What follows belongs to an exercise in optimizing a design on an open flow for small area; a production flow would make more cautious choices. RTL that was checked went through simulation tests only; none was proved equivalent to the original.

==> job 3074: inputs <==
// arqe
module arqe (
    input  wire         clk,
    input  wire         rst,
    input  wire         host_valid,
    input  wire         host_we,
    input  wire [5:0]   host_widx,
    input  wire [31:0]  host_wdata,
    output reg  [31:0]  host_rdata,
    output wire         poll_req,
    output wire [31:0]  poll_dur,
    input  wire         rxd_valid,
    input  wire [127:0] rxd,
    output wire         txd_valid,
    output wire [79:0]  txd,
    input  wire         txd_ready,
    output wire         txb_valid,
    output wire [7:0]   txb,
    input  wire         txb_ready,
    input  wire         rnd_valid,
    input  wire [7:0]   rnd,
    output wire         rnd_ready,
    output reg          lct_valid,
    output wire         lct_start,
    output reg          sev_valid,
    output wire [40:0]  sev,
    input  wire         lev_valid,
    input  wire         lev_code,
    input  wire         tick,
    output wire         sess_done,
    output wire         sess_abort
);
    localparam [3:0] S_IDLE    = 4'd0,
                     S_I_NEXT  = 4'd1,
                     S_I_SEND  = 4'd2,
                     S_I_WAIT  = 4'd3,
                     S_R_WAIT  = 4'd4,
                     S_R_ACK   = 4'd5,
                     S_R_CHECK = 4'd6,
                     S_DONE    = 4'd7,
                     S_ABORTED = 4'd8;
  ...
==> flow/config.mk <==
export PLATFORM = sky130hd
export DESIGN_NAME = arqe
export DESIGN_NICKNAME = arqe
export VERILOG_FILES = /design/flow/design.v
export SDC_FILE = /design/flow/constraint.sdc
export NUM_CORES = 4
export LEC_CHECK = 0
export CAP_MARGIN = 20
export CORE_MARGIN = 2
export CORE_UTILIZATION = 60
export CTS_BUF_LIST = sky130_fd_sc_hd__clkbuf_4
export PLACE_DENSITY = 0.75
export SLEW_MARGIN = 20
==> flow/constraint.sdc <==
create_clock -name core_clock -period 7.0 [get_ports {clk}]
set_input_delay 1.4000 -clock core_clock [delete_from_list [all_inputs] [get_ports {clk}]]
set_output_delay 1.4000 -clock core_clock [all_outputs]
set_load 0.01 [all_outputs]
standard.sh (not shown) runs the stock make flow with config.mk's settings and CLKGATE_MAP_FILE= SYNTH_SCRIPT=/design/flow/synth_recipe.tcl, a recipe that flattens the netlist after the stock synthesis.
==> flow/flow/run.sh <==
#!/bin/bash
set -uo pipefail
export BUFFER_PORTS_ARGS="-buffer_cell sky130_fd_sc_hd__buf_1"
bash standard.sh > standard_flow.log 2>&1
status=$?
tail -n 40 standard_flow.log
exit $status
==> inputs of job 1649, as changes to job 3074 <==
--- a/flow/design.v
+++ b/flow/design.v
@@ -75,18 +75,18 @@
     reg [31:0]  maxatt;
     reg [31:0]  tmo;
     reg [31:0]  poll;
     reg [15:0]  paylen;
     reg [3:0]   state;
     reg         cfgerr;
-    reg [16:0]  id;         
-    reg         idr;        
+    reg [16:0]  seq;
     reg [31:0]  attempt;
     reg [31:0]  elapsed;
     reg [63:0]  bytes;
     reg [63:0]  stime;
+    reg [15:0]  last_id;
     reg         last_valid;
     reg [2:0]   sub;        
     reg [39:0]  fill;       
     reg [2:0]   sevc;       
     wire st_idle  = (state == S_IDLE);
     wire st_inext = (state[2:0] == 3'd1);
@@ -114,33 +114,33 @@
     wire [15:0] rx_seq     = rxd[127:112];
     wire timed_out, att_ge, tmo_ge_poll;
     arqe_ge #(.N(32)) u_tmo (.a(elapsed), .b(tmo), .ge(timed_out));
     arqe_ge #(.N(32)) u_att (.a(attempt), .b(maxatt), .ge(att_ge));
     arqe_ge #(.N(32)) u_cfg (.a(tmo), .b(poll), .ge(tmo_ge_poll));
     wire att_lt    = !att_ge;
-    wire seq_lt    = (id != npkt[16:0]);             
+    wire seq_lt    = (seq != npkt[16:0]);            
     wire [15:0] lid_inc;
     wire        lid_cout;
-    arqe_inc #(.N(16), .B(8)) u_lid (.a(id[15:0]), .cin(1'b1), .s(lid_inc), .cout(lid_cout));
+    arqe_inc #(.N(16), .B(8)) u_lid (.a(last_id), .cin(1'b1), .s(lid_inc), .cout(lid_cout));
     wire r_term    = ({lid_cout, lid_inc} == npkt[16:0]);
     assign poll_req = ((st_iwait && !timed_out) || st_rwait) && !lev_valid;
     assign poll_dur = poll;
     wire   poll_fire = poll_req && rxd_valid;
     wire   pf        = poll_fire && rx_present;
     wire   type_ok   = (rx_type[7:1] == 7'd0) && (rx_type[0] == st_iwait);
     wire   rx_good   = pf && rx_hv && type_ok && rx_pv;
-    wire   id_ok     = (rx_seq == id[15:0]);
+    wire   id_ok     = (rx_seq == seq[15:0]);
     wire   i_ack     = rx_good && st_iwait && id_ok;
     wire   r_dot     = rx_good && st_rwait;
     wire   tmo_step  = st_iwait && timed_out && !lev_valid;
     wire   poll_ev   = pf && (!rx_hv || type_ok);
     wire [15:0] tx_len = is_r ? 16'd1 : paylen;
     wire [15:0] pcnt_inc;
     arqe_inc #(.N(16), .B(8)) u_pcnt (.a(fill[15:0]), .cin(1'b1), .s(pcnt_inc), .cout());
     wire   pay_last  = is_r || (pcnt_inc == paylen);
-    assign txd       = {id[15:0], 7'd0, is_r, fill, tx_len};
+    assign txd       = {seq[15:0] | last_id, 7'd0, is_r, fill, tx_len};
     assign txd_valid = sb_desc;
     assign txb_valid = sb_pay && rnd_valid;
     assign txb       = rnd;
     assign rnd_ready = sb_fill || (sb_pay && txb_ready);
     wire fill_take = sb_fill && rnd_valid;
     wire pay_take  = sb_pay && rnd_valid && txb_ready;
@@ -179,20 +179,20 @@
             6'd1:    host_rdata = {23'd0, last_valid, cfgerr, st_abort, st_done, busy, state};
             6'd2:    host_rdata = npkt;
             6'd3:    host_rdata = maxatt;
             6'd4:    host_rdata = tmo;
             6'd5:    host_rdata = poll;
             6'd6:    host_rdata = {16'd0, paylen};
-            6'd7:    host_rdata = {15'd0, id & {17{!idr}}};
+            6'd7:    host_rdata = {15'd0, seq};
             6'd8:    host_rdata = attempt;
             6'd9:    host_rdata = elapsed;
             6'd10:   host_rdata = bytes[31:0];
             6'd11:   host_rdata = bytes[63:32];
             6'd12:   host_rdata = stime[31:0];
             6'd13:   host_rdata = stime[63:32];
-            6'd14:   host_rdata = {16'd0, id[15:0] & {16{idr}}};
+            6'd14:   host_rdata = {16'd0, last_id};
             default: host_rdata = 32'd0;
         endcase
     end
     reg [7:0] sym;
     always @(*) begin
         case (sevc)
@@ -203,22 +203,22 @@
             3'd5:    sym = 8'h58;
             3'd6:    sym = 8'h3F;
             default: sym = 8'h2E;
         endcase
     end
     wire dot_info = is_r && (sevc == 3'd7);    
-    assign sev = {dot_info, id[15:0] & {16{dot_info}}, fill[15:0] & {16{dot_info}}, sym};
+    assign sev = {dot_info, last_id & {16{dot_info}}, fill[15:0] & {16{dot_info}}, sym};
     wire [2:0] sevc_n = lev_busy ? {2'b00, lev_code} :
                         tmo_step ? 3'b010 :
                         {1'b1, rx_hv && rx_pv, rx_hv && (!rx_pv || st_rwait || id_ok)};
     wire [63:0] stime_n;
     arqe_inc #(.N(64), .B(8)) u_time (.a(stime), .cin(tick && busy), .s(stime_n), .cout());
     wire [31:0] att_n;
     arqe_inc #(.N(32), .B(4)) u_atti (.a(attempt), .cin(i_sent), .s(att_n), .cout());
     wire [16:0] seq_n;
-    arqe_inc #(.N(17), .B(8)) u_seq (.a(id), .cin(i_ack), .s(seq_n), .cout());
+    arqe_inc #(.N(17), .B(8)) u_seq (.a(seq), .cin(i_ack), .s(seq_n), .cout());
     wire [31:0] ela_sum = {1'b0, elapsed[30:0]} + {1'b0, poll[30:0]};
     wire        badd = i_ack || r_dot;
     wire [15:0] addend = st_iwait ? paylen : rx_len;
     wire [16:0] blo_sum = {1'b0, bytes[15:0]} + {1'b0, addend};
     wire [47:0] bhi_n;
     arqe_inc #(.N(48), .B(8)) u_bytes (.a(bytes[63:16]), .cin(badd && blo_sum[16]), .s(bhi_n), .cout());
@@ -232,14 +232,14 @@
         attempt <= sel_at ? wz : (att_n & {32{!(st_inext && seq_lt)}});
         elapsed <= sel_el ? wz : (i_sent ? 32'd0 : ((st_iwait && poll_fire) ? ela_sum : elapsed));
         bytes[31:0]  <= sel_bl ? wz : bytes_n[31:0];
         bytes[63:32] <= sel_bh ? wz : bytes_n[63:32];
         stime[31:0]  <= sel_tl ? wz : stime_n[31:0];
         stime[63:32] <= sel_th ? wz : stime_n[63:32];
-        id         <= clr ? 17'd0 : (r_dot ? {1'b0, rx_seq} : seq_n);
-        idr        <= rst ? 1'b0 : (start_ok ? host_wdata[1] : idr);
+        seq        <= clr ? 17'd0 : seq_n;
+        last_id    <= clr ? 16'd0 : (r_dot ? rx_seq : last_id);
         last_valid <= !clr && (r_dot || last_valid);
         if (rst) begin
             role      <= 1'b0;
             cfgerr    <= 1'b0;
             state     <= S_IDLE;
             sub       <= 3'd0;
==> flow/run.sh (new file) <==
#!/bin/bash
# synth_recipe.tcl (not shown) runs the flow's synth.tcl, then flattens the netlist and writes it again
# the make line also repeats each setting of config.mk as NAME=value (left out here)
make -C /OpenROAD-flow-scripts/flow DESIGN_CONFIG=/design/flow/config.mk WORK_HOME=/design/flow/orfs CLKGATE_MAP_FILE= SYNTH_SCRIPT=/design/flow/synth_recipe.tcl finish
--- a/flow/config.mk
+++ b/flow/config.mk
@@ -5,9 +5,8 @@
 export SDC_FILE = /design/flow/constraint.sdc
 export NUM_CORES = 4
 export LEC_CHECK = 0
 export CAP_MARGIN = 20
 export CORE_MARGIN = 2
 export CORE_UTILIZATION = 60
-export CTS_BUF_LIST = sky130_fd_sc_hd__clkbuf_4
 export PLACE_DENSITY = 0.75
 export SLEW_MARGIN = 20
removed: flow/flow/run.sh
removed: flow/standard.sh
==> inputs of job 5127, as changes to job 3074 <==
--- a/flow/design.v
+++ b/flow/design.v
@@ -75,18 +75,18 @@
     reg [31:0]  maxatt;
     reg [31:0]  tmo;
     reg [31:0]  poll;
     reg [15:0]  paylen;
     reg [3:0]   state;
     reg         cfgerr;
-    reg [16:0]  id;         
-    reg         idr;        
+    reg [16:0]  seq;
     reg [31:0]  attempt;
     reg [31:0]  elapsed;
     reg [63:0]  bytes;
     reg [63:0]  stime;
+    reg [15:0]  last_id;
     reg         last_valid;
     reg [2:0]   sub;        
     reg [39:0]  fill;       
     reg [2:0]   sevc;       
     wire st_idle  = (state == S_IDLE);
     wire st_inext = (state[2:0] == 3'd1);
@@ -114,33 +114,33 @@
     wire [15:0] rx_seq     = rxd[127:112];
     wire timed_out, att_ge, tmo_ge_poll;
     arqe_ge #(.N(32)) u_tmo (.a(elapsed), .b(tmo), .ge(timed_out));
     arqe_ge #(.N(32)) u_att (.a(attempt), .b(maxatt), .ge(att_ge));
     arqe_ge #(.N(32)) u_cfg (.a(tmo), .b(poll), .ge(tmo_ge_poll));
     wire att_lt    = !att_ge;
-    wire seq_lt    = (id != npkt[16:0]);             
+    wire seq_lt    = (seq != npkt[16:0]);            
     wire [15:0] lid_inc;
     wire        lid_cout;
-    arqe_inc #(.N(16), .B(8)) u_lid (.a(id[15:0]), .cin(1'b1), .s(lid_inc), .cout(lid_cout));
+    arqe_inc #(.N(16), .B(8)) u_lid (.a(last_id), .cin(1'b1), .s(lid_inc), .cout(lid_cout));
     wire r_term    = ({lid_cout, lid_inc} == npkt[16:0]);
     assign poll_req = ((st_iwait && !timed_out) || st_rwait) && !lev_valid;
     assign poll_dur = poll;
     wire   poll_fire = poll_req && rxd_valid;
     wire   pf        = poll_fire && rx_present;
     wire   type_ok   = (rx_type[7:1] == 7'd0) && (rx_type[0] == st_iwait);
     wire   rx_good   = pf && rx_hv && type_ok && rx_pv;
-    wire   id_ok     = (rx_seq == id[15:0]);
+    wire   id_ok     = (rx_seq == seq[15:0]);
     wire   i_ack     = rx_good && st_iwait && id_ok;
     wire   r_dot     = rx_good && st_rwait;
     wire   tmo_step  = st_iwait && timed_out && !lev_valid;
     wire   poll_ev   = pf && (!rx_hv || type_ok);
     wire [15:0] tx_len = is_r ? 16'd1 : paylen;
     wire [15:0] pcnt_inc;
     arqe_inc #(.N(16), .B(8)) u_pcnt (.a(fill[15:0]), .cin(1'b1), .s(pcnt_inc), .cout());
     wire   pay_last  = is_r || (pcnt_inc == paylen);
-    assign txd       = {id[15:0], 7'd0, is_r, fill, tx_len};
+    assign txd       = {seq[15:0] | last_id, 7'd0, is_r, fill, tx_len};
     assign txd_valid = sb_desc;
     assign txb_valid = sb_pay && rnd_valid;
     assign txb       = rnd;
     assign rnd_ready = sb_fill || (sb_pay && txb_ready);
     wire fill_take = sb_fill && rnd_valid;
     wire pay_take  = sb_pay && rnd_valid && txb_ready;
@@ -179,20 +179,20 @@
             6'd1:    host_rdata = {23'd0, last_valid, cfgerr, st_abort, st_done, busy, state};
             6'd2:    host_rdata = npkt;
             6'd3:    host_rdata = maxatt;
             6'd4:    host_rdata = tmo;
             6'd5:    host_rdata = poll;
             6'd6:    host_rdata = {16'd0, paylen};
-            6'd7:    host_rdata = {15'd0, id & {17{!idr}}};
+            6'd7:    host_rdata = {15'd0, seq};
             6'd8:    host_rdata = attempt;
             6'd9:    host_rdata = elapsed;
             6'd10:   host_rdata = bytes[31:0];
             6'd11:   host_rdata = bytes[63:32];
             6'd12:   host_rdata = stime[31:0];
             6'd13:   host_rdata = stime[63:32];
-            6'd14:   host_rdata = {16'd0, id[15:0] & {16{idr}}};
+            6'd14:   host_rdata = {16'd0, last_id};
             default: host_rdata = 32'd0;
         endcase
     end
     reg [7:0] sym;
     always @(*) begin
         case (sevc)
@@ -203,22 +203,22 @@
             3'd5:    sym = 8'h58;
             3'd6:    sym = 8'h3F;
             default: sym = 8'h2E;
         endcase
     end
     wire dot_info = is_r && (sevc == 3'd7);    
-    assign sev = {dot_info, id[15:0] & {16{dot_info}}, fill[15:0] & {16{dot_info}}, sym};
+    assign sev = {dot_info, last_id & {16{dot_info}}, fill[15:0] & {16{dot_info}}, sym};
     wire [2:0] sevc_n = lev_busy ? {2'b00, lev_code} :
                         tmo_step ? 3'b010 :
                         {1'b1, rx_hv && rx_pv, rx_hv && (!rx_pv || st_rwait || id_ok)};
     wire [63:0] stime_n;
     arqe_inc #(.N(64), .B(8)) u_time (.a(stime), .cin(tick && busy), .s(stime_n), .cout());
     wire [31:0] att_n;
     arqe_inc #(.N(32), .B(4)) u_atti (.a(attempt), .cin(i_sent), .s(att_n), .cout());
     wire [16:0] seq_n;
-    arqe_inc #(.N(17), .B(8)) u_seq (.a(id), .cin(i_ack), .s(seq_n), .cout());
+    arqe_inc #(.N(17), .B(8)) u_seq (.a(seq), .cin(i_ack), .s(seq_n), .cout());
     wire [31:0] ela_sum = {1'b0, elapsed[30:0]} + {1'b0, poll[30:0]};
     wire        badd = i_ack || r_dot;
     wire [15:0] addend = st_iwait ? paylen : rx_len;
     wire [16:0] blo_sum = {1'b0, bytes[15:0]} + {1'b0, addend};
     wire [47:0] bhi_n;
     arqe_inc #(.N(48), .B(8)) u_bytes (.a(bytes[63:16]), .cin(badd && blo_sum[16]), .s(bhi_n), .cout());
@@ -232,14 +232,14 @@
         attempt <= sel_at ? wz : (att_n & {32{!(st_inext && seq_lt)}});
         elapsed <= sel_el ? wz : (i_sent ? 32'd0 : ((st_iwait && poll_fire) ? ela_sum : elapsed));
         bytes[31:0]  <= sel_bl ? wz : bytes_n[31:0];
         bytes[63:32] <= sel_bh ? wz : bytes_n[63:32];
         stime[31:0]  <= sel_tl ? wz : stime_n[31:0];
         stime[63:32] <= sel_th ? wz : stime_n[63:32];
-        id         <= clr ? 17'd0 : (r_dot ? {1'b0, rx_seq} : seq_n);
-        idr        <= rst ? 1'b0 : (start_ok ? host_wdata[1] : idr);
+        seq        <= clr ? 17'd0 : seq_n;
+        last_id    <= clr ? 16'd0 : (r_dot ? rx_seq : last_id);
         last_valid <= !clr && (r_dot || last_valid);
         if (rst) begin
             role      <= 1'b0;
             cfgerr    <= 1'b0;
             state     <= S_IDLE;
             sub       <= 3'd0;
==> inputs of job 8212, as changes to job 3074 <==
--- a/flow/design.v
+++ b/flow/design.v
@@ -114,17 +114,16 @@
     wire [15:0] rx_seq     = rxd[127:112];
     wire timed_out, att_ge, tmo_ge_poll;
     arqe_ge #(.N(32)) u_tmo (.a(elapsed), .b(tmo), .ge(timed_out));
     arqe_ge #(.N(32)) u_att (.a(attempt), .b(maxatt), .ge(att_ge));
     arqe_ge #(.N(32)) u_cfg (.a(tmo), .b(poll), .ge(tmo_ge_poll));
     wire att_lt    = !att_ge;
-    wire seq_lt    = (id != npkt[16:0]);             
-    wire [15:0] lid_inc;
-    wire        lid_cout;
-    arqe_inc #(.N(16), .B(8)) u_lid (.a(id[15:0]), .cin(1'b1), .s(lid_inc), .cout(lid_cout));
-    wire r_term    = ({lid_cout, lid_inc} == npkt[16:0]);
+    wire [16:0] id_inc;
+    wire        id_eq     = (id_inc == npkt[16:0]);
+    wire        seq_lt    = !id_eq;
+    wire        r_term    = id_eq;
     assign poll_req = ((st_iwait && !timed_out) || st_rwait) && !lev_valid;
     assign poll_dur = poll;
     wire   poll_fire = poll_req && rxd_valid;
     wire   pf        = poll_fire && rx_present;
     wire   type_ok   = (rx_type[7:1] == 7'd0) && (rx_type[0] == st_iwait);
     wire   rx_good   = pf && rx_hv && type_ok && rx_pv;
@@ -211,14 +210,13 @@
                         tmo_step ? 3'b010 :
                         {1'b1, rx_hv && rx_pv, rx_hv && (!rx_pv || st_rwait || id_ok)};
     wire [63:0] stime_n;
     arqe_inc #(.N(64), .B(8)) u_time (.a(stime), .cin(tick && busy), .s(stime_n), .cout());
     wire [31:0] att_n;
     arqe_inc #(.N(32), .B(4)) u_atti (.a(attempt), .cin(i_sent), .s(att_n), .cout());
-    wire [16:0] seq_n;
-    arqe_inc #(.N(17), .B(8)) u_seq (.a(id), .cin(i_ack), .s(seq_n), .cout());
+    arqe_inc #(.N(17), .B(8)) u_seq (.a(id), .cin(i_ack || st_rchk), .s(id_inc), .cout());
     wire [31:0] ela_sum = {1'b0, elapsed[30:0]} + {1'b0, poll[30:0]};
     wire        badd = i_ack || r_dot;
     wire [15:0] addend = st_iwait ? paylen : rx_len;
     wire [16:0] blo_sum = {1'b0, bytes[15:0]} + {1'b0, addend};
     wire [47:0] bhi_n;
     arqe_inc #(.N(48), .B(8)) u_bytes (.a(bytes[63:16]), .cin(badd && blo_sum[16]), .s(bhi_n), .cout());
@@ -232,13 +230,13 @@
         attempt <= sel_at ? wz : (att_n & {32{!(st_inext && seq_lt)}});
         elapsed <= sel_el ? wz : (i_sent ? 32'd0 : ((st_iwait && poll_fire) ? ela_sum : elapsed));
         bytes[31:0]  <= sel_bl ? wz : bytes_n[31:0];
         bytes[63:32] <= sel_bh ? wz : bytes_n[63:32];
         stime[31:0]  <= sel_tl ? wz : stime_n[31:0];
         stime[63:32] <= sel_th ? wz : stime_n[63:32];
-        id         <= clr ? 17'd0 : (r_dot ? {1'b0, rx_seq} : seq_n);
+        id         <= clr ? 17'd0 : (r_dot ? {1'b0, rx_seq} : (i_ack ? id_inc : id));
         idr        <= rst ? 1'b0 : (start_ok ? host_wdata[1] : idr);
         last_valid <= !clr && (r_dot || last_valid);
         if (rst) begin
             role      <= 1'b0;
             cfgerr    <= 1'b0;
             state     <= S_IDLE;
==> flow/flow/run.sh (replaced) <==
#!/bin/bash
set -uo pipefail
export BUFFER_PORTS_ARGS="-buffer_cell sky130_fd_sc_hd__buf_1"
export CTS_ARGS="-sink_clustering_enable -repair_clock_nets -buf_list sky130_fd_sc_hd__clkbuf_4 -dont_use_dummy_load"
bash standard.sh > standard_flow.log 2>&1
status=$?
tail -n 40 standard_flow.log
exit $status
==> results_dict.tcl <==
set metrics [dict create \
    die_h_um 206 \
    clock.fmax_mhz 149 \
    holdWs_ns 0.418 \
    required_ns 7.79 \
    outcome "no timing/DRC/antenna violations" \
    grt_pass1_vias 21300 \
    max_stage_delay_ns 0.76 \
    cp.depth 29 \
    synth_xor_area_share_pct 4.64 \
    cts_max_level 3 \
]
Source of the figures above: job 3074

==> results_dict.tcl <==
set metrics [dict create \
    post_cts_buffers 0 \
    cts_max_level 3 \
    met3_usage_pct 9.41 \
    outcome "no timing/DRC/antenna violations" \
    cts_resized 0 \
    cts_tree "done" \
    holdWs_ns 0.439 \
    die_h_um 204 \
    max_stage_delay_ns 0.39 \
    min_to "fill[37]$_DFFE_PP_" \
    required_ns 7.76 \
    p_int_uw 3880 \
    synth_xor_area_share_pct 4.32 \
    wl_um 89300 \
    grt_pass1_vias 20900 \
]
Source of the figures above: job 8212

==> results_dict.tcl <==
set metrics [dict create \
    holdWs_ns 0.456 \
    required_ns 7.52 \
    p_sw_share_pct 31.6 \
    cp.depth 30 \
    cts_max_level 2 \
    start_kind "flop" \
    synth_xor_area_share_pct 4.68 \
    synthDistinctLibCells 88 \
    clock.fmax_mhz 150 \
    top_regs "bytes x64, stime x64, fill x40" \
    die_h_um 208 \
    grt_util_met2_pct 72.5 \
    outcome "no timing/DRC/antenna violations" \
    grt_pass1_vias 22100 \
]
Source of the figures above: job 1649

==> results_dict.tcl <==
set metrics [dict create \
    outcome "no timing/DRC/antenna violations" \
    clock.fmax_mhz 152 \
    cts_max_level 3 \
    cp.depth 30 \
    synth_xor_area_share_pct 4.68 \
    holdWs_ns 0.448 \
    grt_pass1_vias 22400 \
    die_h_um 208 \
    max_stage_delay_ns 0.68 \
    required_ns 7.81 \
]
Source of the figures above: job 5127

The RTL of job 1649 and job 5127 was laid out without a check of its function.

==> afterwards: timing with drivers on the ports <==
Ports are ideal in the flow. The routed layouts listed here were re-timed in OpenROAD.
Step 1 sets driving cells, clkbuf_16 on the clock port and buf_2 on the other inputs (assumed; they add their load-dependent delay and slew).
Step 2 adds t to the input delays and takes it off the output delays; t is the mean of the earliest and latest rising clock arrival at the registers after step 1. Input paths then give back, and output paths get back, about the clock's delay inside the block.
a / b / c = ideal / step 1 / step 2; a / b = the first two.
run	shift t [ns]	slack for setup (ns)	cell pins on the clock port's net
job 3074	0.912	0.291 / 0.291 / 0.192	1
job 1649	0.651	0.355 / 0.355 / 0.355	1
job 5127	0.913	0.440 / 0.440 / 0.440	1
job 8212	0.873	0.391 / 0.391 / 0.126	1
After both steps every run listed still meets setup and hold. The setup slack of job 8212, which loses most, moves by 0.000 ns with the drivers and by -0.265 ns with both steps.
